Background: an optimization exercise with open tools, aiming at small area, a short achievable clock period and few clock cycles. Do not read the settings as production practice.
RTL that was checked went through simulation tests only; none was proved equivalent to the original.
No functional check of the RTL was part of runs 3 and 4.
Power and IR drop assume default switching activity.

## flow/run.sh

```bash
#!/bin/bash
# synth_recipe.tcl (not shown) runs the flow's synth.tcl, then flattens the netlist and writes it again
# the make line also repeats each setting of config.mk as NAME=value (left out here)
make -C /OpenROAD-flow-scripts/flow DESIGN_CONFIG=/design/flow/config.mk WORK_HOME=/design/flow/orfs CLKGATE_MAP_FILE= SYNTH_SCRIPT=/design/flow/synth_recipe.tcl finish
```

## flow/config.mk

```make
export PLATFORM = sky130hd
export DESIGN_NAME = fbp_framer_rx
export DESIGN_NICKNAME = fbp_framer_rx
export VERILOG_FILES = /design/flow/design.v
export SDC_FILE = /design/flow/constraint.sdc
export NUM_CORES = 4
export LEC_CHECK = 0
export CAP_MARGIN = 20
export CORE_MARGIN = 2
export CORE_UTILIZATION = 30
export PLACE_DENSITY = 0.45
export SLEW_MARGIN = 20
```

## flow/constraint.sdc

```tcl
create_clock -name core_clock -period 12.0 [get_ports {clk}]
set_input_delay 2.4000 -clock core_clock [delete_from_list [all_inputs] [get_ports {clk}]]
set_output_delay 2.4000 -clock core_clock [all_outputs]
set_load 0.01 [all_outputs]
```

## flow/design.v

```verilog
module fbp_framer_rx (
    input  wire        clk,
    input  wire        rst,
    input  wire        in_valid,
    input  wire [7:0]  in_data,
    output wire        in_ready,
    output reg         ev_valid,
    output reg  [1:0]  ev_kind,
    output reg  [4:0]  ev_type,
    output reg  [10:0] ev_id,
    output reg  [15:0] ev_meta,
    output reg  [7:0]  ev_len,
    output reg         pl_valid,
    output reg  [7:0]  pl_data,
    output reg         pl_last,
    output reg         busy,
    output reg  [31:0] stat_ignored,
    output reg  [31:0] stat_resync
);
    localparam integer M  = 16;          
    localparam integer K  = 18;          
    localparam integer L  = M * K;       
    localparam integer QD = 4;           
    localparam [2:0] S_SOF1  = 3'd0,
                     S_SOF2  = 3'd1,
                     S_FTYPE = 3'd2,
                     S_DHDR  = 3'd3,
                     S_STORE = 3'd4;
    localparam [1:0] EV_DATA  = 2'd1,
                     EV_LINK  = 2'd2,
                     EV_ERROR = 2'd3;
    localparam [31:0] CRC_RESIDUE = 32'hDEBB20E3;
    function [8:0] padd(input [8:0] x, input [3:0] k);
        reg [9:0] s;
        begin
            s = {1'b0, x} + {6'd0, k};
            padd = (s >= L) ? s - L : s[8:0];
        end
    endfunction
    function [8:0] psub(input [8:0] a, input [8:0] b);
        reg [9:0] s;
        begin
            s = {1'b0, a} - {1'b0, b};
            psub = s[9] ? s + L : s[8:0];
        end
    endfunction
    function [4:0] tapidx(input [8:0] a, input [8:0] t);
        reg [5:0] d;
        begin
            d = {1'b0, a[8:4]} - {1'b0, t[8:4]};
            tapidx = d[5] ? d[4:0] + K : d[4:0];
        end
    endfunction
    function [7:0] lencrc(input [7:0] x);
        reg [7:0] c;
        integer i;
        begin
            c = x;
            for (i = 0; i < 8; i = i + 1)
                c = c[7] ? ((c << 1) ^ 8'hD7) : (c << 1);
            lencrc = c;
        end
    endfunction
    function [31:0] crc32_byte(input [31:0] c_in, input [7:0] d);
        reg [31:0] c;
        integer i;
        begin
            c = c_in ^ {24'd0, d};
            for (i = 0; i < 8; i = i + 1)
                c = c[0] ? ((c >> 1) ^ 32'hEDB88320) : (c >> 1);
            crc32_byte = c;
        end
    endfunction
    function is_link_type(input [4:0] t);
        is_link_type = (t == 5'h0F) || (t == 5'h17) || (t == 5'h1B) ||
                       (t == 5'h1D) || (t == 5'h1E);
    endfunction
    reg  [8*L-1:0] ring;
    reg  [8:0]     tau;
    reg  [7:0]     in_q;
    reg            vq;
    reg            rdy;
    reg  [8:0]     wp;
    assign in_ready = rdy;
    wire [4:0] wtap = tapidx(wp, tau);
    wire [8*L-1:0] ring_rot = {ring[7:0], ring[8*L-1:8]};
    integer j;
    reg [8*L-1:0] ring_nx;
    always @* begin
        ring_nx = ring_rot;
        for (j = 0; j < K; j = j + 1)
            if (vq && wtap == j)
                ring_nx[8*((j*M + L - 1) % L) +: 8] = in_q;
    end
    always @(posedge clk)
        ring <= ring_nx;
    function [7:0] tap_rd(input [4:0] t);
        integer k;
        begin
            tap_rd = 8'd0;
            for (k = 0; k < K; k = k + 1)
                if (t == k) tap_rd = ring[8*(k*M) +: 8];
        end
    endfunction
    reg [8:0]  fa;           
    reg [8:0]  rp;           
    reg [7:0]  rb;
    reg        rbv;
    reg [2:0]  state;
    reg [8:0]  sp;
    reg [3:0]  n;            
    reg [8:0]  rem;          
    reg        is_sync;
    reg [7:0]  h_tid, h_idlo, h_len, h_md0, h_md1, lc_exp;
    reg [31:0] crc;
    reg        d_act;
    reg [8:0]  d_a;
    reg [7:0]  d_cnt;
    reg [8:0]  q_s [0:QD-1];
    reg [7:0]  q_l [0:QD-1];
    reg [2:0]  q_n;
    wire b55 = (rb == 8'h55);
    wire b00 = (rb == 8'h00);
    wire [4:0] bt = rb[7:3];
    wire last = (rem == 9'd1);
    wire q_full = (q_n == QD);
    wire stall = rbv && state == S_STORE && last && h_tid[7:3] == 5'd0 && q_full;
    wire cons  = rbv && !stall;
    reg [2:0] nx_state;
    reg [8:0] nx_sp;
    reg       do_err, do_jump, do_disp;
    reg [1:0] ign;
    always @* begin
        nx_state = state;
        nx_sp    = sp;
        do_err   = 1'b0;
        do_jump  = 1'b0;
        do_disp  = 1'b0;
        ign      = 2'd0;
        case (state)
            S_SOF1: begin
                if (b55) begin
                    nx_sp = rp; nx_state = S_SOF2;
                end else begin
                    do_err = 1'b1; ign = 2'd1;
                end
            end
            S_SOF2: begin
                if (b00) nx_state = S_FTYPE;
                else if (b55) begin ign = 2'd1; nx_sp = rp; end
                else begin do_err = 1'b1; ign = 2'd2; nx_state = S_SOF1; end
            end
            S_FTYPE: begin
                if (bt == 5'd0) nx_state = S_DHDR;
                else if (is_link_type(bt)) nx_state = S_STORE;
                else begin
                    do_err = 1'b1;
                    if (b55) begin ign = 2'd2; nx_sp = rp; nx_state = S_SOF2; end
                    else begin ign = 2'd3; nx_state = S_SOF1; end
                end
            end
            S_DHDR: begin
                if (n == 4'd5) begin
                    if (rb != lc_exp) begin
                        do_err = 1'b1; ign = 2'd2; do_jump = 1'b1; nx_state = S_SOF1;
                    end else nx_state = S_STORE;
                end
            end
            default: begin
                if (last) begin
                    if (b55 && crc == CRC_RESIDUE) begin
                        do_disp = 1'b1; nx_sp = rp; nx_state = S_SOF2;
                    end else begin
                        do_err = 1'b1; ign = 2'd2; do_jump = 1'b1; nx_state = S_SOF1;
                    end
                end
            end
        endcase
    end
    wire [8:0] jump_to = padd(sp, 4'd2);
    wire       f_al    = (fa[3:0] == tau[3:0]);
    wire [7:0] f_tap   = tap_rd(tapidx(fa, tau));
    wire       f_byp   = (fa == wp);
    wire       f_ok    = f_byp ? vq : f_al;
    wire       f_take  = (!rbv || cons) && f_ok && !(cons && do_jump);
    wire       d_al    = (d_a[3:0] == tau[3:0]);
    wire [7:0] d_tap   = tap_rd(tapidx(d_a, tau));
    wire       d_rd    = d_act && d_al;
    wire       d_done  = d_rd && d_cnt == 8'd0;
    wire       d_free  = !d_act || d_done;
    wire       q_push  = cons && do_disp && h_tid[7:3] == 5'd0;
    wire       q_pop   = d_free && q_n != 3'd0;
    wire [8:0] cand_tail = (state == S_SOF1) ? rp : sp;
    wire [8:0] tail = d_act ? d_a : (q_n != 3'd0) ? q_s[0] : cand_tail;
    wire [8:0] used = psub(wp, tail);
    wire       space_ok = (used <= L - 5);
    wire       acc    = in_valid && rdy;
    wire [3:0] al_chk = wp[3:0] + {3'd0, vq} + {3'd0, acc} - tau[3:0] - 4'd2;
    wire [8:0] wp_nx  = vq ? padd(wp, 4'd1) : wp;
    wire       rbv_nx = f_take ? 1'b1 : (cons ? 1'b0 : rbv);
    wire [8:0] fa_nx  = (cons && do_jump) ? jump_to : f_take ? padd(fa, 4'd1) : fa;
    wire       d_act_nx = q_pop ? 1'b1 : (d_done ? 1'b0 : d_act);
    wire [2:0] q_n_nx = q_n + {2'b0, q_push} - {2'b0, q_pop};
    integer qi;
    always @(posedge clk) begin
        if (rst) begin
            tau          <= 9'd0;
            vq           <= 1'b0;
            rdy          <= 1'b0;
            wp           <= 9'd0;
            fa           <= 9'd0;
            rp           <= 9'd0;
            rbv          <= 1'b0;
            state        <= S_SOF1;
            sp           <= 9'd0;
            n            <= 4'd0;
            rem          <= 9'd0;
            is_sync      <= 1'b1;
            d_act        <= 1'b0;
            q_n          <= 2'd0;
            ev_valid     <= 1'b0;
            pl_valid     <= 1'b0;
            busy         <= 1'b0;
            stat_ignored <= 32'd0;
            stat_resync  <= 32'd0;
        end else begin
            tau <= padd(tau, 4'd1);
            in_q <= in_data;
            vq   <= acc;
            wp   <= wp_nx;
            rdy  <= (al_chk == 4'd0) && space_ok;
            rbv <= rbv_nx;
            fa  <= fa_nx;
            if (f_take) begin
                rb <= f_byp ? in_q : f_tap;
                rp <= fa;
            end else if (cons && do_jump) begin
                rp <= jump_to;
            end
            ev_valid <= 1'b0;
            if (cons) begin
                state <= nx_state;
                sp    <= nx_sp;
                n     <= (n == 4'd8) ? n : n + 4'd1;
                if (nx_state == S_SOF2 || nx_state == S_SOF1) n <= 4'd1;
                if (state == S_SOF2 && b00) n <= 4'd2;
                rem <= rem - 9'd1;
                if (state == S_FTYPE) begin
                    h_tid <= rb;
                    crc   <= crc32_byte(32'hFFFFFFFF, rb);
                    rem   <= 9'd6;
                end else begin
                    crc <= crc32_byte(crc, rb);
                end
                if (n == 4'd3) h_idlo <= rb;
                if (n == 4'd4 && state == S_DHDR) begin
                    h_len  <= rb;
                    lc_exp <= lencrc(rb);
                end
                if (n == 4'd5 && state == S_DHDR) rem <= {1'b0, h_len} + 9'd8;
                if (n == 4'd6) h_md0 <= rb;
                if (n == 4'd7) h_md1 <= rb;
                stat_ignored <= stat_ignored + {30'd0, ign};
                if (do_err && is_sync) begin
                    is_sync     <= 1'b0;
                    stat_resync <= stat_resync + 32'd1;
                    ev_valid    <= 1'b1;
                    ev_kind     <= EV_ERROR;
                end
                if (do_disp) begin
                    is_sync  <= 1'b1;
                    ev_valid <= 1'b1;
                    ev_type  <= h_tid[7:3];
                    ev_id    <= {h_tid[2:0], h_idlo};
                    if (h_tid[7:3] == 5'd0) begin
                        ev_kind <= EV_DATA;
                        ev_meta <= {h_md1, h_md0};
                        ev_len  <= h_len;
                    end else begin
                        ev_kind <= EV_LINK;
                    end
                end
            end
            pl_valid <= d_rd;
            if (d_rd) begin
                pl_data <= d_tap;
                pl_last <= (d_cnt == 8'd0);
                d_a     <= padd(d_a, 4'd1);
                d_cnt   <= d_cnt - 8'd1;
            end
            d_act <= d_act_nx;
            if (q_pop) begin
                d_a   <= q_s[0];
                d_cnt <= q_l[0];
            end
            q_n <= q_n_nx;
            if (q_pop) begin
                for (qi = 0; qi < QD - 1; qi = qi + 1) begin
                    q_s[qi] <= q_s[qi+1];
                    q_l[qi] <= q_l[qi+1];
                end
            end
            if (q_push) begin
                q_s[q_n - {2'b0, q_pop}] <= padd(sp, 4'd8);
                q_l[q_n - {2'b0, q_pop}] <= h_len;
            end
            busy <= acc || (fa_nx != wp_nx) || rbv_nx || d_act_nx || (q_n_nx != 3'd0);
        end
    end
endmodule
```

==> impl_metrics.py, run 1 <==
metrics = {
    "outcome": {
        "outcome": "timing/DRC/antenna clean",
    },
    "global_route": {
        "antenna_found_initial": 9,
        "overflow": 0,
        "grt_pass1_wl_um": 229000,
        "gr-usage-all-layers_pct": 12.4,
        "grt_max_degree": 57,
        "grt_pass1_vias": 35804,
    },
    "setup_path": {
        "critPathRequiredTime_ns": 12.69,
        "critPathLaunchType": "flip-flop",
        "crit_type": "flip-flop to flip-flop",
        "critPathMaxFanout": 16,
        "arrival_ns": 5.90,
        "critPathCaptureType": "flip-flop",
    },
    "pwr": {
        "internal_power_uw": 15200,
        "pwr-share-seq_pct": 46.2,
        "swShare_pct": 25.2,
        "leakage_uw": 0.0325,
        "pwr-share-comb_pct": 12.5,
        "ir_worst_vdd_uv": 120,
        "powerDensity_nw_per_um2": 238,
        "switchingPower_uw": 5130,
        "pwr-share-clk_pct": 41.3,
    },
    "die": {
        "io-pin-count": 130,
        "fp.dieW_um": 493,
        "die_area_sq_um": 243000,
        "core_area_sq_um": 238000,
        "die_h_um": 493,
        "rows": 179,
        "start_util_pct": 30.2,
    },
    "logic_synthesis": {
        "synth-edff-count": 232,
        "synth_top_family_by_area": "simple AND/OR/NAND/NOR gates",
        "syn_inst": 4956,
        "synthXorXnorAreaFrac_pct": 3.69,
        "syn_area_sq_um": 71700,
        "syn_nets": 5052,
        "synth_seq_cells": 2672,
        "synth_compound_area_share_pct": 5.13,
        "synth_mux_area_share_pct": 4.31,
        "synth.distinct_cells": 112,
        "synthArstFlopShare_pct": 0,
        "synthAdderAreaFrac_pct": 1.57,
        "synthSimpleGateAreaFrac_pct": 5.88,
        "yosysSeqAreaShare_pct": 77.9,
        "ys.flop_type": "dfxtp_1",
        "synth_area_per_cell_sq_um": 14.5,
        "yosysWarnings": 1,
    },
    "timing": {
        "setup-violations-final": 0,
        "worstMarginPinSlew_ns": 1.11,
        "finalCritPeriodShare_pct": 43.4,
        "drv_slew": 0,
        "setup_tns_ns": 0,
        "setup_ws_ns": 6.79,
        "final.min_clock_period_ns": 5.21,
        "max_slew_margin_pct": 25.9,
        "max_freq_ghz": 0.192,
        "rsz0062_at_grt": "false",
        "skew_ns": 0.0929,
        "hold_violations": 0,
    },
    "cts": {
        "holdBufCountCts": 0,
        "postCtsSetupBuffers": 0,
        "insertion_delay_ns": 0.94,
        "cts_buffer_depth": 4,
        "cts_made_buffers": 284,
        "path_clk_slew_ns": 0.06,
        "ctsResizeCount": 0,
        "cts.sinks": 2672,
        "cts-root-buf": "clkbuf_16",
        "cts_tree": "done",
        "htree_levels": 5,
    },
    "flow_run": {
        "cap_violations": 0,
    },
    "route": {
        "vias": 36420,
        "drtIter0Drc": 2259,
        "drt-pass1-iter-count": 5,
        "wl_um": 152000,
        "post-route-drc-count": 0,
        "detail-route-antenna-nets": 0,
        "wl_per_cell_um": 17.7,
        "vias_per_cell": 4.23,
    },
    "cells_and_area": {
        "layout_commonest_cell": "dfxtp_1",
        "final_cell_mix": "dfxtp_1, clkbuf_16, nor2_1",
        "drive_above_1_share_pct": 13.9,
        "stdcell_area_sq_um": 85700,
        "regArea_sq_um": 55800,
        "num-fill-cells": 22540,
        "area_growth_pct": 19.6,
        "nets": 5345,
        "multi_input_area_sq_um": 14800,
    },
    "placed_design": {
        "place_ws_ns": 6.64,
        "hpwlAfterDp_um": 101000,
        "postPlaceCellArea_sq_um": 76600,
        "io_buffers": 129,
        "gp_congestion": 0.879,
    },
    "min_path": {
        "hold_path_class": "flip-flop to flip-flop",
    },
}
## per-stage QoR
stage          std cells  power (uW)  utilization, %  hold WS (ns)
4_1_cts             8612       20600            36.1         0.260
3_3_place_gp        8128       12100            32.2         0.310
2_1_floorplan       4956       11300               -         0.310
3_5_place_dp        8130       12100            32.2         0.312
5_1_grt             8612       21200            36.1         0.267
6_report            8617       20400            36.1         0.264
## worst paths after layout
| path | cells past startpoint | slack, ns | endpoint | startpoint |
|---|---|---|---|---|
| setup / recovery | 20 | 6.79 | busy | rb[7] |
| hold / removal | 0 | 0.26 | ring[184] | ring[192] |
| hold reg to reg | 0 | 0.26 | ring[184] | ring[192] |
| setup reg to reg | 20 | 6.79 | busy | rb[7] |
## synthesized netlist by cell type, types with 36 or more instances
cell type  count  share of area (%)
a21oi_1      127               0.89
buf_2         49               0.34
clkbuf_1      98               0.51
dfxtp_1     2440                 68
edfxtp_1     232                9.7
ha_1          77                1.3
inv_1         89               0.47
mux2_2       199                3.1
mux2i_1       48               0.67
nand2_1      203                1.1
nand3_1       95               0.66
nand4_1       36               0.31
nor2_1       235                1.2
nor3_1        46               0.32
o21ai_0      114               0.80
xnor2_1      185                2.3
xor2_1       104                1.3
## final cells by class
| type | instances | area share [%] |
|---|---|---|
| Antenna cell | 5 | 0.0146 |
| Clock buffer | 389 | 9.42 |
| Timing Repair Buffer | 177 | 1.92 |
| Sequential cell | 2672 | 65.1 |
| Tap cell | 3167 | 4.62 |
| Clock inverter | 93 | 1.19 |
| Inverter | 91 | 0.399 |
| Multi-Input combinational cell | 2023 | 17.3 |
## metal layers
metal	routed length (um)	track usage [%]
met4	6460	5.74
met1	69900	16.4
met5	0	0
met3	8070	2.60
met2	68000	19.5
## worst max-delay path, cell delays in order (launching register included)
cell	delay [ns]
edfxtp_1	0.73
inv_1	0.29
ha_1	0.20
nand4_1	0.27
nor4_1	0.53
and3_1	0.32
nand3_1	0.14
ha_1	0.29
inv_1	0.06
ha_1	0.14
inv_1	0.06
fa_1	0.37
xor2_1	0.16
xnor2_1	0.21
nand4b_1	0.14
nor2_1	0.15
o311ai_0	0.15
a311oi_1	0.26
o221ai_1	0.17
nor4_1	0.27
a41oi_1	0.13
## power groups by stage
stage          Combinational [uW]  Clock (uW)  Sequential [uW]
2_1_floorplan                1830           0             9490
3_3_place_gp                 2510           0             9600
3_5_place_dp                 2510           0             9600
4_1_cts                      2530        8700             9400
5_1_grt                      2760        9070             9420
6_report                     2550        8420             9400
## registers in the layout, summed over array words and instances, names as in the netlist, 9 cells and up
register / flops
ring: 2304
q_s: 36
crc: 32
q_l: 32
stat_ignored: 32
stat_resync: 32
ev_meta: 16
ev_id: 11
d_a: 9
fa: 9
rem: 9
rp: 9
sp: 9
tau: 9
wp: 9
## kinds of logic (layout without fill, tap and decap cells)
| family | Yosys count | after routing |
|---|---|---|
| xor gates and xnor gates | 295 | 295 |
| adders and majority gates | 85 | 85 |
| muxes | 269 | 269 |
| buffers and inverters | 261 | 750 |
| DFF | 2672 | 2672 |
| AOI/OAI and AO/OA | 539 | 539 |
| and+or+nand+nor | 835 | 835 |
| other | 0 | 5 |
Testbench counts, summed over its fixed seeds: cycles 42,382.
==> inputs of run 2 (changes only) <==
--- a/flow/design.v
+++ b/flow/design.v
@@ -79,2 +79,3 @@
     reg  [8:0]     tau;
+    wire [8:0]     tau_nx = padd(tau, 4'd1);
     reg  [7:0]     in_q;
@@ -83,4 +84,4 @@
     reg  [8:0]     wp;
+    reg  [4:0]     wtap;         
     assign in_ready = rdy;
-    wire [4:0] wtap = tapidx(wp, tau);
     wire [8*L-1:0] ring_rot = {ring[7:0], ring[8*L-1:8]};
@@ -105,2 +106,4 @@
     reg [8:0]  fa;           
+    reg        fal;          
+    reg [4:0]  ftap;         
     reg [8:0]  rp;           
@@ -112,2 +115,3 @@
     reg [8:0]  rem;          
+    reg        last;         
     reg        is_sync;
@@ -115,3 +119,8 @@
     reg [31:0] crc;
+    reg        crc_ok;
+    reg [1:0]  ign_d;
+    reg        err_d;
     reg        d_act;
+    reg        dal;
+    reg [4:0]  dtap;
     reg [8:0]  d_a;
@@ -124,3 +133,2 @@
     wire [4:0] bt = rb[7:3];
-    wire last = (rem == 9'd1);
     wire q_full = (q_n == QD);
@@ -170,3 +178,3 @@
                 if (last) begin
-                    if (b55 && crc == CRC_RESIDUE) begin
+                    if (b55 && crc_ok) begin
                         do_disp = 1'b1; nx_sp = rp; nx_state = S_SOF2;
@@ -180,10 +188,10 @@
     wire [8:0] jump_to = padd(sp, 4'd2);
-    wire       f_al    = (fa[3:0] == tau[3:0]);
-    wire [7:0] f_tap   = tap_rd(tapidx(fa, tau));
+    wire [7:0] f_tap   = tap_rd(ftap);
     wire       f_byp   = (fa == wp);
-    wire       f_ok    = f_byp ? vq : f_al;
-    wire       f_take  = (!rbv || cons) && f_ok && !(cons && do_jump);
-    wire       d_al    = (d_a[3:0] == tau[3:0]);
-    wire [7:0] d_tap   = tap_rd(tapidx(d_a, tau));
-    wire       d_rd    = d_act && d_al;
+    wire       f_ok    = f_byp ? vq : fal;
+    wire       f_load  = (!rbv || cons) && f_ok;
+    wire       jump    = cons && do_jump;
+    wire       f_take  = f_load && !jump;
+    wire [7:0] d_tap   = tap_rd(dtap);
+    wire       d_rd    = d_act && dal;
     wire       d_done  = d_rd && d_cnt == 8'd0;
@@ -194,11 +202,9 @@
     wire [8:0] tail = d_act ? d_a : (q_n != 3'd0) ? q_s[0] : cand_tail;
-    wire [8:0] used = psub(wp, tail);
-    wire       space_ok = (used <= L - 5);
+    reg        space_ok;
     wire       acc    = in_valid && rdy;
-    wire [3:0] al_chk = wp[3:0] + {3'd0, vq} + {3'd0, acc} - tau[3:0] - 4'd2;
-    wire [8:0] wp_nx  = vq ? padd(wp, 4'd1) : wp;
-    wire       rbv_nx = f_take ? 1'b1 : (cons ? 1'b0 : rbv);
-    wire [8:0] fa_nx  = (cons && do_jump) ? jump_to : f_take ? padd(fa, 4'd1) : fa;
-    wire       d_act_nx = q_pop ? 1'b1 : (d_done ? 1'b0 : d_act);
-    wire [2:0] q_n_nx = q_n + {2'b0, q_push} - {2'b0, q_pop};
+    wire [3:0] al0    = wp[3:0] + {3'd0, vq} - tau[3:0] - 4'd2;
+    wire [3:0] al1    = wp[3:0] + {3'd0, vq} - tau[3:0] - 4'd1;
+    wire [8:0] wp1    = padd(wp, 4'd1);
+    wire [8:0] wp_nx  = vq ? wp1 : wp;
+    wire [8:0] fa1    = padd(fa, 4'd1);
     integer qi;
@@ -211,2 +217,3 @@
             fa           <= 9'd0;
+            fal          <= 1'b0;
             rp           <= 9'd0;
@@ -215,7 +222,8 @@
             sp           <= 9'd0;
-            n            <= 4'd0;
-            rem          <= 9'd0;
             is_sync      <= 1'b1;
+            ign_d        <= 2'd0;
+            err_d        <= 1'b0;
             d_act        <= 1'b0;
-            q_n          <= 2'd0;
+            q_n          <= 3'd0;
+            space_ok     <= 1'b0;
             ev_valid     <= 1'b0;
@@ -226,3 +234,3 @@
         end else begin
-            tau <= padd(tau, 4'd1);
+            tau  <= tau_nx;
             in_q <= in_data;
@@ -230,11 +238,23 @@
             wp   <= wp_nx;
-            rdy  <= (al_chk == 4'd0) && space_ok;
-            rbv <= rbv_nx;
-            fa  <= fa_nx;
-            if (f_take) begin
-                rb <= f_byp ? in_q : f_tap;
-                rp <= fa;
-            end else if (cons && do_jump) begin
-                rp <= jump_to;
-            end
+            wtap <= vq ? wtap : tapidx(wp, tau_nx);
+            rdy  <= space_ok && (acc ? (al1 == 4'd0) : (al0 == 4'd0));
+            space_ok <= (psub(wp, tail) <= L - 6);
+            if (f_load) rb <= f_byp ? in_q : f_tap;
+            rbv <= jump ? 1'b0 : f_take ? 1'b1 : cons ? 1'b0 : rbv;
+            if (jump) begin
+                fa   <= jump_to;
+                rp   <= jump_to;
+                fal  <= (jump_to[3:0] == tau_nx[3:0]);
+                ftap <= tapidx(jump_to, tau_nx);
+            end else if (f_take) begin
+                fa   <= fa1;
+                rp   <= fa;
+            end else begin
+                fal  <= (fa[3:0] == tau_nx[3:0]);
+                ftap <= tapidx(fa, tau_nx);
+            end
+            stat_ignored <= stat_ignored + {30'd0, ign_d};
+            stat_resync  <= stat_resync + {31'd0, err_d};
+            ign_d <= 2'd0;
+            err_d <= 1'b0;
             ev_valid <= 1'b0;
@@ -246,3 +266,4 @@
                 if (state == S_SOF2 && b00) n <= 4'd2;
-                rem <= rem - 9'd1;
+                rem  <= rem - 9'd1;
+                last <= (rem == 9'd2);
                 if (state == S_FTYPE) begin
@@ -251,2 +272,3 @@
                     rem   <= 9'd6;
+                    last  <= 1'b0;
                 end else begin
@@ -254,2 +276,3 @@
                 end
+                crc_ok <= (crc32_byte(crc, rb) == CRC_RESIDUE);
                 if (n == 4'd3) h_idlo <= rb;
@@ -259,11 +282,14 @@
                 end
-                if (n == 4'd5 && state == S_DHDR) rem <= {1'b0, h_len} + 9'd8;
+                if (n == 4'd5 && state == S_DHDR) begin
+                    rem  <= {1'b0, h_len} + 9'd8;
+                    last <= 1'b0;
+                end
                 if (n == 4'd6) h_md0 <= rb;
                 if (n == 4'd7) h_md1 <= rb;
-                stat_ignored <= stat_ignored + {30'd0, ign};
+                ign_d <= ign;
                 if (do_err && is_sync) begin
-                    is_sync     <= 1'b0;
-                    stat_resync <= stat_resync + 32'd1;
-                    ev_valid    <= 1'b1;
-                    ev_kind     <= EV_ERROR;
+                    is_sync  <= 1'b0;
+                    err_d    <= 1'b1;
+                    ev_valid <= 1'b1;
+                    ev_kind  <= EV_ERROR;
                 end
@@ -287,11 +313,20 @@
                 pl_last <= (d_cnt == 8'd0);
-                d_a     <= padd(d_a, 4'd1);
-                d_cnt   <= d_cnt - 8'd1;
             end
-            d_act <= d_act_nx;
             if (q_pop) begin
+                d_act <= 1'b1;
                 d_a   <= q_s[0];
                 d_cnt <= q_l[0];
+                dal   <= (q_s[0][3:0] == tau_nx[3:0]);
+                dtap  <= tapidx(q_s[0], tau_nx);
+            end else begin
+                if (d_done) d_act <= 1'b0;
+                if (d_rd) begin
+                    d_a   <= padd(d_a, 4'd1);
+                    d_cnt <= d_cnt - 8'd1;
+                end else begin
+                    dal  <= (d_a[3:0] == tau_nx[3:0]);
+                    dtap <= tapidx(d_a, tau_nx);
+                end
             end
-            q_n <= q_n_nx;
+            q_n <= q_n + {2'd0, q_push} - {2'd0, q_pop};
             if (q_pop) begin
@@ -303,6 +338,7 @@
             if (q_push) begin
-                q_s[q_n - {2'b0, q_pop}] <= padd(sp, 4'd8);
-                q_l[q_n - {2'b0, q_pop}] <= h_len;
+                q_s[q_n - {2'd0, q_pop}] <= padd(sp, 4'd8);
+                q_l[q_n - {2'd0, q_pop}] <= h_len;
             end
-            busy <= acc || (fa_nx != wp_nx) || rbv_nx || d_act_nx || (q_n_nx != 3'd0);
+            busy <= acc || rbv || f_ok || (fa != wp_nx) || (q_n != 3'd0) ||
+                    (d_act && !d_done);
         end
==> run 2 against run 1 <==
Against the previous run: fmax up 2.6%; wire length down 1.8%; clock-buffer cell count up 6; area after synthesis up 0.66%; total power down 7.6%; first-iteration DRC count down 5.6%; non-clock buffer count up 10; sequential power down 0.6%; flip-flop and latch count up 23; register-to-register slack better by 0.13 ns.
==> impl_metrics.py, run 2 <==
metrics = {
    "logic_synthesis": {
        "synthSimpleGateAreaFrac_pct": 5.68,
        "syn_area_sq_um": 72100,
        "synth.distinct_cells": 83,
        "synthArstFlopShare_pct": 0,
        "yosysTopAreaCell": "dfxtp_1",
        "yosysSeqAreaShare_pct": 78.4,
        "synth_area_leaders": "dfxtp_1, edfxtp_1, mux2_2",
        "synth_area_per_cell_sq_um": 14.5,
        "netlist.area_leader.share_pct": 67.5,
        "synthAdderAreaFrac_pct": 1.88,
        "synth_most_common_cell": "dfxtp_1",
        "syn_nets": 5084,
        "yosysWarnings": 1,
        "synthXorXnorAreaFrac_pct": 4.00,
        "ys.flop_type": "dfxtp_1",
        "synth-edff-count": 263,
        "synth_seq_cells": 2695,
        "netlist_top_cells_count": "dfxtp_1, edfxtp_1, nor2_1, nand2_1, xnor2_1",
        "synth_top_family_by_area": "simple AND/OR/NAND/NOR gates",
        "synth_mux_area_share_pct": 4.07,
        "synth_compound_area_share_pct": 4.64,
        "syn_inst": 4970,
    },
    "cts": {
        "cts_tree": "done",
        "holdBufCountCts": 0,
        "insertion_delay_ns": 0.90,
        "htree_levels": 5,
        "postCtsSetupBuffers": 0,
        "cts_buffer_depth": 4,
        "cts.sinks": 2695,
        "cts_made_buffers": 283,
        "path_clk_slew_ns": 0.06,
        "ctsResizeCount": 0,
        "cts-root-buf": "clkbuf_16",
    },
    "die": {
        "core_area_sq_um": 240000,
        "start_util_pct": 30.1,
        "rows": 180,
        "die_area_sq_um": 244000,
        "fp.dieW_um": 494,
        "io-pin-count": 130,
        "die_h_um": 494,
    },
    "timing": {
        "max_freq_ghz": 0.197,
        "worstMarginPinSlew_ns": 1.15,
        "setup-violations-final": 0,
        "rsz0062_at_grt": "false",
        "skew_ns": 0.0812,
        "hold_violations": 0,
        "final.min_clock_period_ns": 5.07,
        "finalCritPeriodShare_pct": 42.3,
        "max_slew_margin_pct": 22.9,
        "drv_slew": 0,
        "setup_tns_ns": 0,
    },
    "setup_path": {
        "arrival_ns": 5.64,
        "reg2reg_depth": 11,
        "critPathMaxFanout": 26,
        "critPathCaptureType": "flip-flop",
        "crit_chain": "inv_1, ha_1, nor3b_1, a41oi_1, or2_2, inv_1, ha_1, xnor2_1, nand3_1, o21ai_1, buf_4",
        "crit_type": "flip-flop to flip-flop",
        "critPathLaunchType": "flip-flop",
        "r2r_slack_ns": 6.93,
        "critPathRequiredTime_ns": 12.56,
        "r2r-end": "q_s[0][8]",
        "r2r-start": "d_cnt[0]",
        "cp_slowest_stage_delay_ns": 0.78,
        "critical_path.slowest_cell": "o21ai_1",
    },
    "min_path": {
        "whs_path_depth": 0,
        "hold_path_class": "flip-flop to flip-flop",
        "hold_end": "ring[56]",
        "hp-start": "ring[64]",
    },
    "placed_design": {
        "gp_congestion": 0.867,
        "hpwlAfterDp_um": 99700,
        "io_buffers": 129,
    },
    "global_route": {
        "grt_max_degree": 65,
        "grt_pass1_wl_um": 223000,
        "gr-usage-all-layers_pct": 12.1,
        "grt_pass1_vias": 35286,
        "overflow": 0,
        "antenna_found_initial": 9,
    },
    "route": {
        "drt-pass1-iter-count": 8,
        "post-route-drc-count": 0,
        "drtIter0Drc": 2133,
        "wl_per_cell_um": 17.2,
        "detail-route-antenna-nets": 0,
        "wl_um": 150000,
        "vias_per_cell": 4.19,
        "vias": 36398,
    },
    "cells_and_area": {
        "largest_reg_flops": 2304,
        "layout_commonest_cell": "dfxtp_1",
        "final_cell_mix": "dfxtp_1, clkbuf_16, edfxtp_1",
        "top_register": "ring",
        "drive_above_1_share_pct": 13.0,
        "area_growth_pct": 19.9,
        "num-fill-cells": 22834,
        "biggestRegsByFlops": "ring: 2304 flops, q_s: 36 flops",
        "nets": 5413,
    },
    "pwr": {
        "leakage_uw": 0.0329,
        "ir_worst_vdd_uv": 124,
        "power_uw": 18800,
        "powerDensity_nw_per_um2": 217,
    },
    "flow_run": {
        "cap_violations": 0,
    },
    "outcome": {
        "outcome": "timing/DRC/antenna clean",
    },
}
-- run 2: cell count changes after synthesis, sizes merged, moves of 18 or more --
cell	change
edfxtp	+31
nand3	-19
buf	-53
nand2	+19
xnor2	+30
nor2b	+18
mux2i	+19
clkbuf	+26
-- run 2: metrics by stage --
stage                     setup WS (ns)  util, %  cells  hold slack [ns]  instance area [sq um]
after floorplan                    5.94        -   4970            0.310                  72100
after global placement             5.51     32.2   8198            0.310                  77300
after detailed placement           5.42     32.2   8198            0.312                  77300
after CTS                          6.38     36.0   8676            0.272                  86400
after global routing               6.47     36.1   8678            0.276                  86500
final                              6.93     36.1   8682            0.279                  86500
-- run 2: worst max-delay path, delay by kind of cell, from the launching register on --
| kind | cells | cell delay, ns |
|---|---|---|
| buffers and inverters | 3 | 1.03 |
| and+or+nand+nor | 3 | 1.65 |
| xor gates and xnor gates | 1 | 0.18 |
| adders and majority gates | 2 | 0.50 |
| DFF | 1 | 0.42 |
| AOI/OAI and AO/OA | 2 | 0.98 |
-- run 2: cell families (layout without fill, tap and decap cells) --
| group | after synthesis | after routing |
|---|---|---|
| simple gates | 840 | 840 |
| flops | 2695 | 2695 |
| mux | 267 | 267 |
| other cells | 0 | 5 |
| buf+inv | 234 | 756 |
| fa+ha+maj | 103 | 103 |
| compound gates | 510 | 510 |
| xor+xnor | 321 | 321 |
-- run 2: worst max-delay path by stage --
stage | slack [ns] | from | cells past startpoint | endpoint
after CTS | 6.38 | rst | 9 | q_s[0][8]
after global placement | 5.51 | rst | 9 | q_s[0][5]
after detailed placement | 5.42 | rst | 9 | q_s[0][7]
after global routing | 6.47 | d_cnt[0] | 11 | q_s[0][8]
after floorplan | 5.94 | rst | 9 | q_l[0][0]
final | 6.93 | d_cnt[0] | 11 | q_s[0][8]
-- run 2: report_power, final --
group          internal (uW)  switching (uW)  leakage [uW]
Combinational            388             646       0.00643
Sequential              9230             112        0.0220
Clock                   5130            3310       0.00449
-- run 2: per-layer routing --
metal	part of all wire [%]	vias to the layer above	track usage, %	wire (um)
li1	-	17554	-	-
met1	49	17580	16.9	73000
met2	43	922	18.2	64500
met3	4.9	342	2.56	7350
met4	3.2	0	4.64	4850
met5	0	-	0	0
-- run 2: cell type report --
class	count	area, sq um	area share, %
multi-input cells	2041	14700	17.0
well taps	3185	3990	4.61
diodes	5	12.5	0.0145
inverters	91	342	0.395
repair buffers	187	1740	2.02
clock buffers	395	8210	9.50
flip-flops and latches	2695	56600	65.4
clock inverters	83	921	1.06
Testbench counts of run 2, summed over its fixed seeds: cycles 42,383.
==> inputs of run 3 (changes only) <==
--- a/flow/design.v
+++ b/flow/design.v
@@ -20,3 +20,3 @@
     localparam integer M  = 16;          
-    localparam integer K  = 18;          
+    localparam integer K  = 17;          
     localparam integer L  = M * K;       
@@ -117,3 +117,2 @@
     reg        is_sync;
-    reg [7:0]  h_tid, h_idlo, h_len, h_md0, h_md1, lc_exp;
     reg [31:0] crc;
@@ -134,3 +133,3 @@
     wire q_full = (q_n == QD);
-    wire stall = rbv && state == S_STORE && last && h_tid[7:3] == 5'd0 && q_full;
+    wire stall = rbv && state == S_STORE && last && ev_type == 5'd0 && q_full;
     wire cons  = rbv && !stall;
@@ -171,3 +170,3 @@
                 if (n == 4'd5) begin
-                    if (rb != lc_exp) begin
+                    if (rb != lencrc(ev_len)) begin
                         do_err = 1'b1; ign = 2'd2; do_jump = 1'b1; nx_state = S_SOF1;
@@ -198,5 +197,5 @@
     wire       d_free  = !d_act || d_done;
-    wire       q_push  = cons && do_disp && h_tid[7:3] == 5'd0;
+    wire       q_push  = cons && do_disp && ev_type == 5'd0;
     wire       q_pop   = d_free && q_n != 3'd0;
-    wire [8:0] cand_tail = (state == S_SOF1) ? rp : sp;
+    wire [8:0] cand_tail = (state == S_DHDR || state == S_STORE) ? jump_to : rp;
     wire [8:0] tail = d_act ? d_a : (q_n != 3'd0) ? q_s[0] : cand_tail;
@@ -240,3 +239,3 @@
             rdy  <= space_ok && (acc ? (al1 == 4'd0) : (al0 == 4'd0));
-            space_ok <= (psub(wp, tail) <= L - 6);
+            space_ok <= (psub(wp, tail) <= L - 5);
             if (f_load) rb <= f_byp ? in_q : f_tap;
@@ -269,3 +268,4 @@
                 if (state == S_FTYPE) begin
-                    h_tid <= rb;
+                    ev_type     <= rb[7:3];
+                    ev_id[10:8] <= rb[2:0];
                     crc   <= crc32_byte(32'hFFFFFFFF, rb);
@@ -277,13 +277,10 @@
                 crc_ok <= (crc32_byte(crc, rb) == CRC_RESIDUE);
-                if (n == 4'd3) h_idlo <= rb;
-                if (n == 4'd4 && state == S_DHDR) begin
-                    h_len  <= rb;
-                    lc_exp <= lencrc(rb);
-                end
+                if (n == 4'd3) ev_id[7:0] <= rb;
+                if (n == 4'd4 && state == S_DHDR) ev_len <= rb;
                 if (n == 4'd5 && state == S_DHDR) begin
-                    rem  <= {1'b0, h_len} + 9'd8;
+                    rem  <= {1'b0, ev_len} + 9'd8;
                     last <= 1'b0;
                 end
-                if (n == 4'd6) h_md0 <= rb;
-                if (n == 4'd7) h_md1 <= rb;
+                if (n == 4'd6) ev_meta[7:0]  <= rb;
+                if (n == 4'd7) ev_meta[15:8] <= rb;
                 ign_d <= ign;
@@ -298,11 +295,3 @@
                     ev_valid <= 1'b1;
-                    ev_type  <= h_tid[7:3];
-                    ev_id    <= {h_tid[2:0], h_idlo};
-                    if (h_tid[7:3] == 5'd0) begin
-                        ev_kind <= EV_DATA;
-                        ev_meta <= {h_md1, h_md0};
-                        ev_len  <= h_len;
-                    end else begin
-                        ev_kind <= EV_LINK;
-                    end
+                    ev_kind  <= (ev_type == 5'd0) ? EV_DATA : EV_LINK;
                 end
@@ -339,3 +328,3 @@
                 q_s[q_n - {2'd0, q_pop}] <= padd(sp, 4'd8);
-                q_l[q_n - {2'd0, q_pop}] <= h_len;
+                q_l[q_n - {2'd0, q_pop}] <= ev_len;
             end
--- a/flow/config.mk
+++ b/flow/config.mk
@@ -10,2 +10,5 @@
 export CORE_UTILIZATION = 30
+export CTS_BUF_LIST = sky130_fd_sc_hd__clkbuf_8 sky130_fd_sc_hd__clkbuf_16
+export CTS_CLUSTER_DIAMETER = 60
+export CTS_CLUSTER_SIZE = 30
 export PLACE_DENSITY = 0.45
==> run 3 against run 2 <==
Against the previous run: still clean; sequential share of layout area up 1.7 points; clock skew decreased by 0.026 ns; flip-flop and latch count decreased by 176; total power is 17% lower; register-to-register slack worse by 0.05 ns; sequential power shrank 6.5%; critical path type unchanged.
==> impl_metrics.py, run 3 <==
metrics = {
    "timing": {
        "rsz0062_at_grt": "false",
        "drv_slew": 0,
        "skew_ns": 0.0547,
        "setup-violations-final": 0,
        "worstMarginPinSlew_ns": 1.12,
        "max_slew_margin_pct": 25.1,
        "setup_tns_ns": 0,
        "finalCritPeriodShare_pct": 42.7,
        "final.min_clock_period_ns": 5.13,
        "max_freq_ghz": 0.195,
        "hold_violations": 0,
    },
    "logic_synthesis": {
        "synth.distinct_cells": 94,
        "syn_area_sq_um": 68100,
        "synth_most_common_cell": "dfxtp_1",
        "syn_inst": 4781,
        "yosysSeqAreaShare_pct": 77.2,
        "yosysTopAreaCell": "dfxtp_1",
        "synth-edff-count": 215,
        "ys.flop_type": "dfxtp_1",
        "synthArstFlopShare_pct": 0,
        "syn_nets": 4897,
        "yosysWarnings": 1,
        "synth_area_per_cell_sq_um": 14.2,
        "netlist_top_cells_count": "dfxtp_1, nor2_1, nand2_1, edfxtp_1, xnor2_1",
        "synth_area_leaders": "dfxtp_1, edfxtp_1, mux2_2",
        "netlist.area_leader.share_pct": 67.7,
        "synth_seq_cells": 2519,
    },
    "global_route": {
        "gr-usage-all-layers_pct": 11.9,
        "overflow": 0,
        "grt_pass1_wl_um": 209000,
        "grt_max_degree": 70,
        "antenna_found_initial": 7,
        "grt_pass1_vias": 32634,
    },
    "setup_path": {
        "crit_end": "ftap[2]",
        "critPathMaxFanout": 8,
        "r2r-start": "tau[0]",
        "critPathCaptureType": "flip-flop",
        "crit_start": "tau[0]",
        "critPathRequiredTime_ns": 12.53,
        "critPathLaunchType": "flip-flop",
        "critical-path-top-delay-family": "simple AND/OR/NAND/NOR gates",
        "r2r-end": "ftap[2]",
        "path_buf_inv": 2,
        "cp_num_cells": 19,
        "reg2reg_depth": 19,
        "r2r_slack_ns": 6.87,
        "crit_type": "flip-flop to flip-flop",
        "crit_chain": "ha_1, nand3_1, xor2_1, inv_1, ha_1, nand4_1, nand4b_1, a21oi_1, nor3_1, nand2_1, xnor2_1, ha_1, inv_1, o21ai_0, a21o_1, a21o_1, or3_1, a21oi_1, a21oi_1",
        "arrival_ns": 5.66,
        "critical_path.slowest_cell": "xnor2_1",
        "cp_slowest_stage_delay_ns": 0.75,
    },
    "pwr": {
        "pwr-share-comb_pct": 7.0,
        "internal_power_uw": 11700,
        "ir_worst_vdd_uv": 118,
        "pwr-share-clk_pct": 36.8,
        "leakage_uw": 0.0299,
        "powerDensity_nw_per_um2": 198,
        "pwr-share-seq_pct": 56.2,
        "switchingPower_uw": 3870,
        "swShare_pct": 24.9,
    },
    "cts": {
        "htree_levels": 4,
        "postCtsSetupBuffers": 0,
        "cts_made_buffers": 148,
        "insertion_delay_ns": 0.82,
        "cts-root-buf": "clkbuf_16",
        "holdBufCountCts": 0,
        "cts.sinks": 2519,
        "cts_tree": "done",
        "cts_buffer_depth": 3,
        "path_clk_slew_ns": 0.10,
        "ctsResizeCount": 0,
    },
    "die": {
        "die_area_sq_um": 231000,
        "core_area_sq_um": 225000,
        "io-pin-count": 130,
        "start_util_pct": 30.2,
        "rows": 174,
        "fp.dieW_um": 480,
        "die_h_um": 480,
    },
    "route": {
        "wl_um": 138000,
        "vias_per_cell": 4.12,
        "post-route-drc-count": 0,
        "wl_per_cell_um": 17.1,
        "vias": 33322,
        "drt-pass1-iter-count": 7,
        "drtIter0Drc": 2049,
        "detail-route-antenna-nets": 0,
    },
    "cells_and_area": {
        "final_cell_mix": "dfxtp_1, nor2_1, nand2_1",
        "top_register": "ring",
        "biggestRegsByFlops": "ring: 2176 flops, q_s: 36 flops",
        "num-fill-cells": 21797,
        "layout_commonest_cell": "dfxtp_1",
        "largest_reg_flops": 2176,
        "nets": 5092,
        "instances_no_fill": 8097,
        "drive_above_1_share_pct": 11.1,
        "area_growth_pct": 15.1,
    },
    "placed_design": {
        "io_buffers": 129,
        "dp_cells": 7818,
        "hpwlAfterDp_um": 91600,
        "gp_congestion": 0.791,
    },
    "outcome": {
        "outcome": "timing/DRC/antenna clean",
    },
    "min_path": {
        "whs_path_depth": 0,
        "hold_path_class": "flip-flop to flip-flop",
    },
    "flow_run": {
        "cap_violations": 0,
    },
}
==> run 3: power by group through the flow <==
stage / logic (uW) / registers [uW] / clock network [uW]
floorplan: 786 / 8850 / 0
global placement: 1080 / 8930 / 0
detailed placement: 1080 / 8920 / 0
CTS: 1090 / 8730 / 5940
global route: 1210 / 8750 / 6260
finish: 1080 / 8730 / 5710
==> run 3: worst min-delay path by stage <==
stage / endpoint / slack, ns / startpoint
detailed placement: ring[1014] / 0.31 / ring[1022]
finish: ring[75] / 0.28 / ring[83]
CTS: ring[75] / 0.28 / ring[83]
global placement: ring[1983] / 0.31 / ring[1991]
floorplan: ring[0] / 0.31 / ring[8]
global route: ring[75] / 0.28 / ring[83]
==> run 3: metrics by stage <==
stage / cell area, sq um / total power (uW) / setup WS [ns] / util [%] / hold slack [ns]
after global placement: 73000 / 10000 / 6.41 / 32.4 / 0.310
after global routing: 78400 / 16200 / 6.37 / 34.8 / 0.285
after CTS: 78300 / 15800 / 6.77 / 34.8 / 0.280
after floorplan: 68100 / 9640 / 6.45 / - / 0.310
after detailed placement: 73000 / 10000 / 6.32 / 32.4 / 0.312
final: 78400 / 15500 / 6.87 / 34.8 / 0.283
==> run 3: logic make-up after synthesis <==
| logic type | synth area share (%) |
|---|---|
| adder cells (fa/ha/maj) | 2.03 |
| XOR/XNOR | 4.46 |
| flip-flops | 77.2 |
| AO/OA/AOI/OAI | 4.35 |
| AND/OR/NAND/NOR | 5.68 |
| buffers and inverters | 1.53 |
| multiplexers | 4.73 |
==> run 3: area by class of cell <==
cell class                      instances  area, sq um  share of cell area, %
Sequential cell                      2519        52600                   67.1
Multi-Input combinational cell       2007        14500                   18.5
Clock buffer                          158         3860                   4.93
Tap cell                             2992         3740                   4.78
Timing Repair Buffer                  185         1710                   2.18
Clock inverter                        114         1490                   1.90
Inverter                              115          432                  0.551
Antenna cell                            7         17.5                 0.0224
==> run 3: layer usage <==
metal | part of all wire [%] | global-route usage (%)
met5 | 0 | 0
met4 | 2.2 | 3.33
met3 | 4.4 | 2.44
met2 | 45 | 18.9
met1 | 49 | 16.4
==> inputs of run 4 (changes only) <==
--- a/flow/config.mk
+++ b/flow/config.mk
@@ -7,2 +7,3 @@
 export LEC_CHECK = 0
+export ABC_CLOCK_PERIOD_IN_PS = 3500
 export CAP_MARGIN = 20
@@ -10,5 +11,5 @@
 export CORE_UTILIZATION = 30
-export CTS_BUF_LIST = sky130_fd_sc_hd__clkbuf_8 sky130_fd_sc_hd__clkbuf_16
-export CTS_CLUSTER_DIAMETER = 60
-export CTS_CLUSTER_SIZE = 30
+export CTS_BUF_LIST = sky130_fd_sc_hd__clkbuf_4 sky130_fd_sc_hd__clkbuf_8 sky130_fd_sc_hd__clkbuf_16
+export CTS_CLUSTER_DIAMETER = 50
+export CTS_CLUSTER_SIZE = 20
 export PLACE_DENSITY = 0.45
==> run 4 against run 3 <==
Against the previous run: still clean; die area unchanged; synthesized cell count unchanged; critical path depth is the same; global-route usage up 0.053 points; register-to-register slack better by 0.03 ns; core utilization is 0.53 points higher; wire length increased by 0.53%.
==> impl_metrics.py, run 4 <==
metrics = {
    "cells_and_area": {
        "drive_above_1_share_pct": 12.1,
        "nets": 5136,
        "instances_no_fill": 8147,
        "multi_input_area_sq_um": 14500,
        "fin_util_pct": 35.3,
        "biggestRegsByFlops": "ring: 2176 flops, q_s: 36 flops",
        "largest_reg_flops": 2176,
        "final_cell_mix": "dfxtp_1, nor2_1, nand2_1",
        "top_register": "ring",
        "area_growth_pct": 16.8,
        "regArea_sq_um": 52600,
        "stdcell_area_sq_um": 79600,
        "num-fill-cells": 21693,
        "layout_commonest_cell": "dfxtp_1",
    },
    "logic_synthesis": {
        "syn_area_sq_um": 68100,
        "ys.flop_type": "dfxtp_1",
        "synth_area_leaders": "dfxtp_1, edfxtp_1, mux2_2",
        "synth.distinct_cells": 94,
        "yosysWarnings": 1,
        "syn_nets": 4897,
        "synth_area_per_cell_sq_um": 14.2,
        "synthArstFlopShare_pct": 0,
        "synth_most_common_cell": "dfxtp_1",
        "netlist_top_cells_count": "dfxtp_1, nor2_1, nand2_1, edfxtp_1, xnor2_1",
        "synth_seq_cells": 2519,
        "yosysTopAreaCell": "dfxtp_1",
        "yosysSeqAreaShare_pct": 77.2,
        "syn_inst": 4781,
        "netlist.area_leader.share_pct": 67.7,
        "synth-edff-count": 215,
    },
    "min_path": {
        "hold_end": "ring[599]",
        "hp-start": "ring[607]",
        "whs_path_depth": 0,
        "hold_path_class": "flip-flop to flip-flop",
    },
    "die": {
        "fp.dieW_um": 480,
        "start_util_pct": 30.2,
        "io-pin-count": 130,
        "core_area_sq_um": 225000,
        "die_area_sq_um": 231000,
        "die_h_um": 480,
        "rows": 174,
    },
    "timing": {
        "max_slew_margin_pct": 30.6,
        "setup_ws_ns": 6.91,
        "skew_ns": 0.0677,
        "finalCritPeriodShare_pct": 42.4,
        "max_freq_ghz": 0.196,
        "worstMarginPinSlew_ns": 1.03,
        "setup-violations-final": 0,
        "final.min_clock_period_ns": 5.09,
        "hold_violations": 0,
        "rsz0062_at_grt": "false",
        "setup_tns_ns": 0,
        "drv_slew": 0,
    },
    "setup_path": {
        "crit_chain": "ha_1, nand3_1, xor2_1, inv_1, ha_1, nand4_1, nand4b_1, a21oi_1, nor3_1, nand2_1, xnor2_1, ha_1, inv_1, o21ai_0, a21o_1, a21o_1, or3_1, a21oi_1, a21oi_1",
        "critPathCaptureType": "flip-flop",
        "arrival_ns": 5.65,
        "r2r-start": "tau[0]",
        "path_buf_inv": 2,
        "reg2reg_depth": 19,
        "crit_start": "tau[0]",
        "cp_slowest_stage_delay_ns": 0.76,
        "r2r-end": "ftap[2]",
        "critPathRequiredTime_ns": 12.56,
        "r2r_slack_ns": 6.91,
        "critPathMaxFanout": 8,
        "critical-path-top-delay-family": "simple AND/OR/NAND/NOR gates",
        "critPathLaunchType": "flip-flop",
        "critical_path.slowest_cell": "xnor2_1",
        "crit_type": "flip-flop to flip-flop",
    },
    "placed_design": {
        "hpwlAfterDp_um": 91600,
        "io_buffers": 129,
        "postPlaceCellArea_sq_um": 73000,
        "dp_cells": 7818,
        "gp_congestion": 0.791,
        "place_ws_ns": 6.32,
    },
    "route": {
        "detail-route-antenna-nets": 0,
        "wl_um": 139000,
        "post-route-drc-count": 0,
        "drtIter0Drc": 2051,
        "vias": 33560,
        "wl_per_cell_um": 17.1,
        "drt-pass1-iter-count": 5,
        "vias_per_cell": 4.12,
    },
    "cts": {
        "holdBufCountCts": 0,
        "cts.sinks": 2519,
        "postCtsSetupBuffers": 0,
        "cts_made_buffers": 192,
        "htree_levels": 4,
        "cts_buffer_depth": 3,
        "cts-root-buf": "clkbuf_16",
        "ctsResizeCount": 0,
        "insertion_delay_ns": 0.85,
        "path_clk_slew_ns": 0.08,
        "cts_tree": "done",
    },
    "pwr": {
        "leakage_uw": 0.0304,
        "swShare_pct": 23.9,
        "ir_worst_vdd_uv": 120,
        "pwr-share-comb_pct": 6.6,
        "switchingPower_uw": 3900,
        "internal_power_uw": 12400,
        "pwr-share-seq_pct": 53.4,
        "pwr-share-clk_pct": 39.9,
        "powerDensity_nw_per_um2": 205,
    },
    "flow_run": {
        "cap_violations": 0,
    },
    "outcome": {
        "outcome": "timing/DRC/antenna clean",
    },
    "global_route": {
        "grt_max_degree": 70,
        "overflow": 0,
        "gr-usage-all-layers_pct": 12.0,
        "antenna_found_initial": 7,
        "grt_pass1_vias": 33014,
        "grt_pass1_wl_um": 210000,
    },
}
[run 4: kinds of logic after synthesis]
group	count (synthesis)	synth area share (%)
flops	2519	77.2
simple gates	814	5.68
compound gates	480	4.35
xor+xnor	337	4.46
mux	271	4.73
buf+inv	255	1.53
fa+ha+maj	105	2.03
[run 4: per-layer routing]
metal / wire (um) / GRT usage (%) / up-vias
met3: 6520 / 2.77 / 233
met2: 62100 / 18.9 / 646
li1: - / - / 16532
met5: 0 / 0 / -
met4: 3230 / 3.56 / 0
met1: 67400 / 16.3 / 16149
[run 4: power groups by stage]
stage | clock network, uW | logic [uW] | registers (uW)
after floorplan | 0 | 786 | 8850
after global routing | 7070 | 1210 | 8740
final | 6520 | 1080 | 8720
after CTS | 6750 | 1090 | 8730
after global placement | 0 | 1080 | 8930
after detailed placement | 0 | 1080 | 8920
[run 4: final cells by class]
cell class | instances | share of cell area (%)
Inverter | 115 | 0.543
Timing Repair Buffer | 185 | 2.15
Sequential cell | 2519 | 66.1
Antenna cell | 11 | 0.0346
Clock inverter | 100 | 1.83
Multi-Input combinational cell | 2007 | 18.3
Tap cell | 2992 | 4.71
Clock buffer | 218 | 6.38
[run 4: worst max path at each step]
stage | endpoint | slack [ns] | cells after the start
after global routing | space_ok | 6.35 | 19
after floorplan | q_l[3][0] | 6.45 | 6
after CTS | q_l[2][1] | 6.80 | 12
final | ftap[2] | 6.91 | 19
after global placement | q_s[2][4] | 6.41 | 6
after detailed placement | q_s[2][4] | 6.32 | 6
[run 4: metrics by stage]
stage                     power (uW)  hold slack [ns]
after floorplan                 9640            0.310
after global placement         10000            0.310
after detailed placement       10000            0.312
after CTS                      16600            0.279
after global routing           17000            0.289
final                          16300            0.274

## separate check: timing with driven ports
No port has a modelled driver above. Below, the same layouts with a new extraction and two added sets of constraints.
Step 1 sets driving cells, clkbuf_16 on the clock port and buf_2 on the other inputs (assumed; they add their load-dependent delay and slew).
Step 2, shift: input delay + t, output delay - t, t = (earliest + latest rising clock arrival at the registers) / 2. This alone moves slack from input paths to output paths.
a / b / c = ideal / step 1 / step 2; a / b = the first two.
run | t (ns) | setup WS [ns] | worst data-port slew with drivers (ns)
run 1 | 0.979 | 6.795 / 6.795 / 6.621 | 0.10
run 2 | 0.950 | 6.927 / 6.927 / 6.052 | 0.10
run 3 | 0.873 | 6.873 / 6.873 / 6.385 | 0.11
run 4 | 0.896 | 6.907 / 6.907 / 6.357 | 0.11
After both steps every run listed still meets setup and hold. For run 2, which loses most, drivers alone change the setup slack by 0.000 ns; drivers and shift together by -0.875 ns.
